Source: an optimization exercise on an open RTL-to-GDS flow (aim: small area). Production flows keep margins and buffers that such runs may drop. Only simulation tests tie the RTL to the original design; equivalence was not proved. No driver is modelled on the clock port, so clock power and skew are understated where the tree is cut down; a real chip needs a root buffer or a tree.

run 1:
Design tinyrf_core, start of the top module:
module tinyrf_core (
    input  wire        clk,
    input  wire        rst,
    input  wire [9:0]  enc_err,
    input  wire [7:0]  enc_p,
    input  wire [3:0]  enc_s,
    input  wire [3:0]  enc_r,
    input  wire [10:0] enc_tec,
    input  wire [7:0]  enc_addr,
    input  wire [9:0]  dec_err,
    input  wire [3:0]  dec_s,
    input  wire [7:0]  dec_tries,
    input  wire        dec_tries_inf,
    input  wire        dec_tmo_ends,
    input  wire        tx_start,
    input  wire [7:0]  tx_cmd,
    output wire        tx_carrier,
    output wire        tx_busy,
    input  wire        rx_start,
    input  wire        rf_in,
    output wire        rx_busy,
    output wire        rx_done,
    output wire [1:0]  rx_result,
    output wire [7:0]  rx_addr,
    output wire [7:0]  rx_cmd,
    output wire [7:0]  rx_inv,
    output wire        rx_valid,
    output reg  [2:0]  faults
);
    wire enc_fault_cfg, enc_fault_overlap;
    wire dec_fault_cfg, dec_fault_overlap;
    tinyrf_enc u_enc (
        .clk           (clk),
        .rst           (rst),
        .cfg_err       (enc_err),
        .cfg_p         (enc_p),
        .cfg_s         (enc_s),
        .cfg_r         (enc_r),
        .cfg_tec       (enc_tec),
        .cfg_addr      (enc_addr),
  ...
For scale: about 81 flip-flops, ~4100 µm² of cells after synthesis.
Settings: LEC_CHECK=0, CAP_MARGIN=20, CORE_MARGIN=2, CORE_UTILIZATION=40, PLACE_DENSITY=0.6, SLEW_MARGIN=20; clock period 10.0 ns.
standard.sh (not shown) runs the stock make flow with config.mk's settings and CLKGATE_MAP_FILE= SYNTH_SCRIPT=/design/flow/synth_recipe.tcl, a recipe that flattens the netlist after the stock synthesis.
==> flow/flow/run.sh <==
#!/bin/bash
# Layout flow: the standard ORFS flow with these changes.
# - Synthesis is the standard flow's own script (synth_recipe.tcl sourcing ORFS's
#   synth.tcl), run on a copy of synth.tcl that differs in two places:
#   ABC maps the logic with the area-oriented script area.abc in place of
#   ORFS's speed script, and adders are left to ABC as plain logic instead
#   of being mapped to the library's half and full adder cells first.
#   Registers are mapped before either step, so they come out the same as in
#   the standard synthesis.
# - Every port gets the smallest buffer, sky130_fd_sc_hd__buf_1.
# - After CTS, clock_tree.tcl (POST_CTS_TCL) replaces the clock tree with a
#   smaller two-level tree of its own; see that file.
# Each tool's log is in orfs/logs/; make's own output is in flow_make.log.
set -euo pipefail
cd "$(dirname "$0")/.."
work=$PWD

sed -e "s|^source \$::env(SCRIPTS_DIR)/synth_preamble.tcl\$|&\nset abc_args [lreplace \$abc_args 1 1 $work/flow/area.abc]|" \
    -e "s|^  \[env_var_exists_and_non_empty ADDER_MAP_FILE\] \&\&\$|  0 \&\&|" \
  "$FLOW_HOME/scripts/synth.tcl" > synth_area.tcl
grep -q "flow/area.abc" synth_area.tcl
grep -q "^  0 &&$" synth_area.tcl
# The standard flow's synthesis script, sourcing the copy above
sed "s|\$::env(SCRIPTS_DIR)/synth.tcl|$work/synth_area.tcl|" synth_recipe.tcl > synth_recipe_area.tcl
grep -q "synth_area.tcl" synth_recipe_area.tcl

bash standard.sh \
  "SYNTH_SCRIPT=$work/synth_recipe_area.tcl" \
  "BUFFER_PORTS_ARGS=-buffer_cell sky130_fd_sc_hd__buf_1" \
  "CTS_ARGS=-sink_clustering_enable -repair_clock_nets -buf_list sky130_fd_sc_hd__clkbuf_8 -dont_use_dummy_load" \
  "POST_CTS_TCL=$work/flow/clock_tree.tcl" \
  finish > flow_make.log 2>&1
==> flow/flow/clock_tree.tcl <==
# POST_CTS_TCL: rebuild the clock tree that ORFS's CTS made as a two-level
# tree of sky130 clock buffers. The clock port drives one root buffer; the root
# drives NLEAF leaf buffers; each leaf drives one cluster of flip-flops, the
# clusters found by k-means on the flip-flops' positions, and sits at its
# cluster's centre. All leaves are the same cell at the same depth, so every
# flip-flop's clock passes two buffers. Then the placement is legalized again.
set nleaf 6
set leaf_master sky130_fd_sc_hd__clkbuf_8
set root_master sky130_fd_sc_hd__clkbuf_4

set db [ord::get_db]
set block [ord::get_db_block]
set clknet [$block findNet clk]

# the clock tree CTS built: its buffers, their nets and the clock pins it
# reaches (ORFS sources this file inside a procedure, so the walk keeps its
# lists in a namespace of its own)
namespace eval ::clock_tree {
  variable old_bufs {}
  variable old_nets {}
  variable sinks {}
  proc walk {net} {
    variable old_bufs
    variable old_nets
    variable sinks
    foreach it [$net getITerms] {
      if {![$it isInputSignal]} { continue }
      set inst [$it getInst]
      set m [[$inst getMaster] getName]
      if {[string match sky130_fd_sc_hd__clkbuf_* $m]} {
        lappend old_bufs $inst
        set out [[$inst findITerm X] getNet]
        if {$out ne "NULL"} { lappend old_nets $out; walk $out }
      } else {
        lappend sinks $it
      }
    }
  }
}
::clock_tree::walk $clknet
set old_bufs $::clock_tree::old_bufs
set old_nets $::clock_tree::old_nets
set sinks $::clock_tree::sinks
puts "clock_tree: CTS made [llength $old_bufs] buffers reaching [llength $sinks] clock pins"
if {[llength $sinks] == 0 || [llength $old_bufs] == 0} {
  error "clock_tree: found no clock tree to rebuild"
}
foreach it $sinks { $it disconnect }
foreach inst $old_bufs { odb::dbInst_destroy $inst }
foreach net $old_nets { odb::dbNet_destroy $net }

# k-means on the clock pins' instance centres
set pts {}
foreach it $sinks {
  set bb [[$it getInst] getBBox]
  lappend pts [list [expr {([$bb xMin] + [$bb xMax]) / 2.0}] [expr {([$bb yMin] + [$bb yMax]) / 2.0}]]
}
set n [llength $pts]
set byx [lsort -real -index 0 $pts]
set cs {}
for {set k 0} {$k < $nleaf} {incr k} {
  lappend cs [lindex $byx [expr {int(($k + 0.5) * $n / $nleaf)}]]
}
set assign [lrepeat $n 0]
for {set iter 0} {$iter < 100} {incr iter} {
  for {set i 0} {$i < $n} {incr i} {
    set p [lindex $pts $i]
    set best 0
    set bd 1e30
    for {set k 0} {$k < $nleaf} {incr k} {
      set c [lindex $cs $k]
      set d [expr {abs([lindex $p 0] - [lindex $c 0]) + abs([lindex $p 1] - [lindex $c 1])}]
      if {$d < $bd} { set bd $d; set best $k }
    }
    lset assign $i $best
  }
  set ncs {}
  for {set k 0} {$k < $nleaf} {incr k} {
    set sx 0.0; set sy 0.0; set m 0
    for {set i 0} {$i < $n} {incr i} {
      if {[lindex $assign $i] == $k} {
        set p [lindex $pts $i]
        set sx [expr {$sx + [lindex $p 0]}]
        set sy [expr {$sy + [lindex $p 1]}]
        incr m
      }
    }
    if {$m > 0} { lappend ncs [list [expr {$sx / $m}] [expr {$sy / $m}]] } else { lappend ncs [lindex $cs $k] }
  }
  set cs $ncs
}

# root buffer at the centre of the leaves, leaves at their clusters' centres
set root [odb::dbInst_create $block [$db findMaster $root_master] clkbuf_root]
set rnet [odb::dbNet_create $block clknet_root]
$rnet setSigType CLOCK
[$root findITerm A] connect $clknet
[$root findITerm X] connect $rnet
set sx 0.0; set sy 0.0
foreach c $cs { set sx [expr {$sx + [lindex $c 0]}]; set sy [expr {$sy + [lindex $c 1]}] }
$root setLocation [expr {int($sx / $nleaf)}] [expr {int($sy / $nleaf)}]
$root setPlacementStatus PLACED
for {set k 0} {$k < $nleaf} {incr k} {
  set leaf [odb::dbInst_create $block [$db findMaster $leaf_master] clkbuf_leaf_$k]
  set lnet [odb::dbNet_create $block clknet_leaf_$k]
  $lnet setSigType CLOCK
  [$leaf findITerm A] connect $rnet
  [$leaf findITerm X] connect $lnet
  set c [lindex $cs $k]
  $leaf setLocation [expr {int([lindex $c 0])}] [expr {int([lindex $c 1])}]
  $leaf setPlacementStatus PLACED
  set cnt 0
  for {set i 0} {$i < $n} {incr i} {
    if {[lindex $assign $i] == $k} { [lindex $sinks $i] connect $lnet; incr cnt }
  }
  puts "clock_tree: clkbuf_leaf_$k drives $cnt clock pins"
}

detailed_placement
check_placement -verbose
estimate_parasitics -placement
set worst 0
foreach pin [all_registers -clock_pins -edge_triggered] {
  foreach edge {rise fall} {
    foreach an {min max} {
      set s [expr {[sta::time_ui_sta [get_property $pin slew_${an}_$edge]] * 1e12}]
      if {$s > $worst} { set worst $s }
    }
  }
}
puts "clock_tree: largest clock-pin slew after placement $worst ps"
report_clock_skew
Other scripts of this flow, unchanged in this note and not shown: flow/flow/area.abc
Run 1 went all the way through the flow, and no timing, DRC or antenna check failed.
Input-level comparison between run 2 and run 1:
-- flow/flow/clock_tree.tcl --
<<< run 1, line 13
set clknet [$block findNet clk]

# the clock tree CTS built: its buffers, their nets and the clock pins it
# reaches (ORFS sources this file inside a procedure, so the walk keeps its
# lists in a namespace of its own)
namespace eval ::clock_tree {
  variable old_bufs {}
  variable old_nets {}
  variable sinks {}
  proc walk {net} {
    variable old_bufs
    variable old_nets
    variable sinks
    foreach it [$net getITerms] {
      if {![$it isInputSignal]} { continue }
      set inst [$it getInst]
      set m [[$inst getMaster] getName]
      if {[string match sky130_fd_sc_hd__clkbuf_* $m]} {
        lappend old_bufs $inst
        set out [[$inst findITerm X] getNet]
        if {$out ne "NULL"} { lappend old_nets $out; walk $out }
      } else {
        lappend sinks $it
      }
    }
  }
}
::clock_tree::walk $clknet
set old_bufs $::clock_tree::old_bufs
set old_nets $::clock_tree::old_nets
set sinks $::clock_tree::sinks
puts "clock_tree: CTS made [llength $old_bufs] buffers reaching [llength $sinks] clock pins"
if {[llength $sinks] == 0 || [llength $old_bufs] == 0} {
  error "clock_tree: found no clock tree to rebuild"
}
foreach it $sinks { $it disconnect }
foreach inst $old_bufs { odb::dbInst_destroy $inst }
>>> run 2, line 13
set clknet [$block findNet clk]

# the clock tree CTS built: its buffers, their nets and the clock pins it reaches
set old_bufs {}
set old_nets {}
set sinks {}
proc walk {net} {
  global old_bufs old_nets sinks
  foreach it [$net getITerms] {
    if {![$it isInputSignal]} { continue }
    set inst [$it getInst]
    set m [[$inst getMaster] getName]
    if {[string match sky130_fd_sc_hd__clkbuf_* $m]} {
      lappend old_bufs $inst
      set out [[$inst findITerm X] getNet]
      if {$out ne "NULL"} { lappend old_nets $out; walk $out }
    } else {
      lappend sinks $it
    }
  }
}
walk $clknet
puts "clock_tree: CTS made [llength $old_bufs] buffers reaching [llength $sinks] clock pins"
foreach it $sinks { $it disconnect }
foreach inst $old_bufs { odb::dbInst_destroy $inst }
[summary]
Comparing run 2 against run 1, there is no change at all in die outline width. Comparing run 1 with run 2, the sequential cell area fraction in the yosys report came out essentially unchanged. What ended run 2 was a tool error in clock tree synthesis (4_1_cts); the run never finished. Status: starting density of the core parity (run 1, run 2). Number of storage elements in the synthesis netlist came out exactly the same in run 2 and run 1. Simple-gate share of the synthesized area across run 2 and run 1: no real change. For synthesized cell count, run 1 and run 2 come out practically identical.
The inputs of run 3 differ from those of run 2 as listed below.
-- flow/flow/clock_tree.tcl --
<<< run 2, line 5
# cluster's centre. All leaves are the same cell at the same depth, so every
# flip-flop's clock passes two buffers. Then the placement is legalized again.
set nleaf 6
set leaf_master sky130_fd_sc_hd__clkbuf_8
set root_master sky130_fd_sc_hd__clkbuf_4
>>> run 3, line 5
# cluster's centre. All leaves are the same cell at the same depth, so every
# flip-flop's clock passes two buffers. Then the placement is legalized again.
set nleaf 5
set leaf_master sky130_fd_sc_hd__clkbuf_8
set root_master sky130_fd_sc_hd__clkbuf_4
<<< run 2, line 13
set clknet [$block findNet clk]

# the clock tree CTS built: its buffers, their nets and the clock pins it reaches
set old_bufs {}
set old_nets {}
set sinks {}
proc walk {net} {
  global old_bufs old_nets sinks
  foreach it [$net getITerms] {
    if {![$it isInputSignal]} { continue }
    set inst [$it getInst]
    set m [[$inst getMaster] getName]
    if {[string match sky130_fd_sc_hd__clkbuf_* $m]} {
      lappend old_bufs $inst
      set out [[$inst findITerm X] getNet]
      if {$out ne "NULL"} { lappend old_nets $out; walk $out }
    } else {
      lappend sinks $it
    }
  }
}
walk $clknet
puts "clock_tree: CTS made [llength $old_bufs] buffers reaching [llength $sinks] clock pins"
foreach it $sinks { $it disconnect }
foreach inst $old_bufs { odb::dbInst_destroy $inst }
>>> run 3, line 13
set clknet [$block findNet clk]

# the clock tree CTS built: its buffers, their nets and the clock pins it
# reaches (ORFS sources this file inside a procedure, so the walk keeps its
# lists in a namespace of its own)
namespace eval ::clock_tree {
  variable old_bufs {}
  variable old_nets {}
  variable sinks {}
  proc walk {net} {
    variable old_bufs
    variable old_nets
    variable sinks
    foreach it [$net getITerms] {
      if {![$it isInputSignal]} { continue }
      set inst [$it getInst]
      set m [[$inst getMaster] getName]
      if {[string match sky130_fd_sc_hd__clkbuf_* $m]} {
        lappend old_bufs $inst
        set out [[$inst findITerm X] getNet]
        if {$out ne "NULL"} { lappend old_nets $out; walk $out }
      } else {
        lappend sinks $it
      }
    }
  }
}
::clock_tree::walk $clknet
set old_bufs $::clock_tree::old_bufs
set old_nets $::clock_tree::old_nets
set sinks $::clock_tree::sinks
puts "clock_tree: CTS made [llength $old_bufs] buffers reaching [llength $sinks] clock pins"
if {[llength $sinks] == 0 || [llength $old_bufs] == 0} {
  error "clock_tree: found no clock tree to rebuild"
}
foreach it $sinks { $it disconnect }
foreach inst $old_bufs { odb::dbInst_destroy $inst }
-- flow/config.mk --
<<< run 2, line 8
export CAP_MARGIN = 20
export CORE_MARGIN = 2
export CORE_UTILIZATION = 40
export PLACE_DENSITY = 0.6
export SLEW_MARGIN = 20
>>> run 3, line 8
export CAP_MARGIN = 20
export CORE_MARGIN = 2
export CORE_UTILIZATION = 70
export PLACE_DENSITY = 0.85
export SLEW_MARGIN = 20
### Flow results
Run 2 never completed; the flow aborted with a tool error in clock tree synthesis (4_1_cts). The flow did not stop early for run 3: all stages ran, and the layout cleared the timing, DRC and antenna checks. Going from run 2 to run 3, vertical die dimension lost about 23%, row count lost 10, share of the yosys chip area belonging to registers neither gained nor lost much.
In run 1 and run 3 the design's own scripts or RTL, not TritonCTS, make the clock network.

[re-timing with driven ports]
Ports are ideal in the flow. The routed layouts listed here were re-timed in OpenROAD. Step 1 sets driving cells, clkbuf_16 on the clock port and buf_2 on the other inputs (assumed; they add their load-dependent delay and slew). Step 2 times the ports against the registers' clock, not the clock port: input delays grow and output delays shrink by t, the midpoint of the rising clock arrivals with the driver on. a / b / c = ideal ports / drivers / drivers and shift; a / b = the first two.
run | shift t [ns] | setup slack, ns | worst slew at a driven data input, ns
run 1 | 0.455 | 4.637 / 4.646 / 4.191 | 0.04
run 3 | 0.431 | 4.984 / 4.984 / 4.552 | 0.04
After both steps setup and hold are still met in every run listed. The setup slack of run 1, which loses most, moves by +0.009 ns with the drivers and by -0.446 ns with both steps.
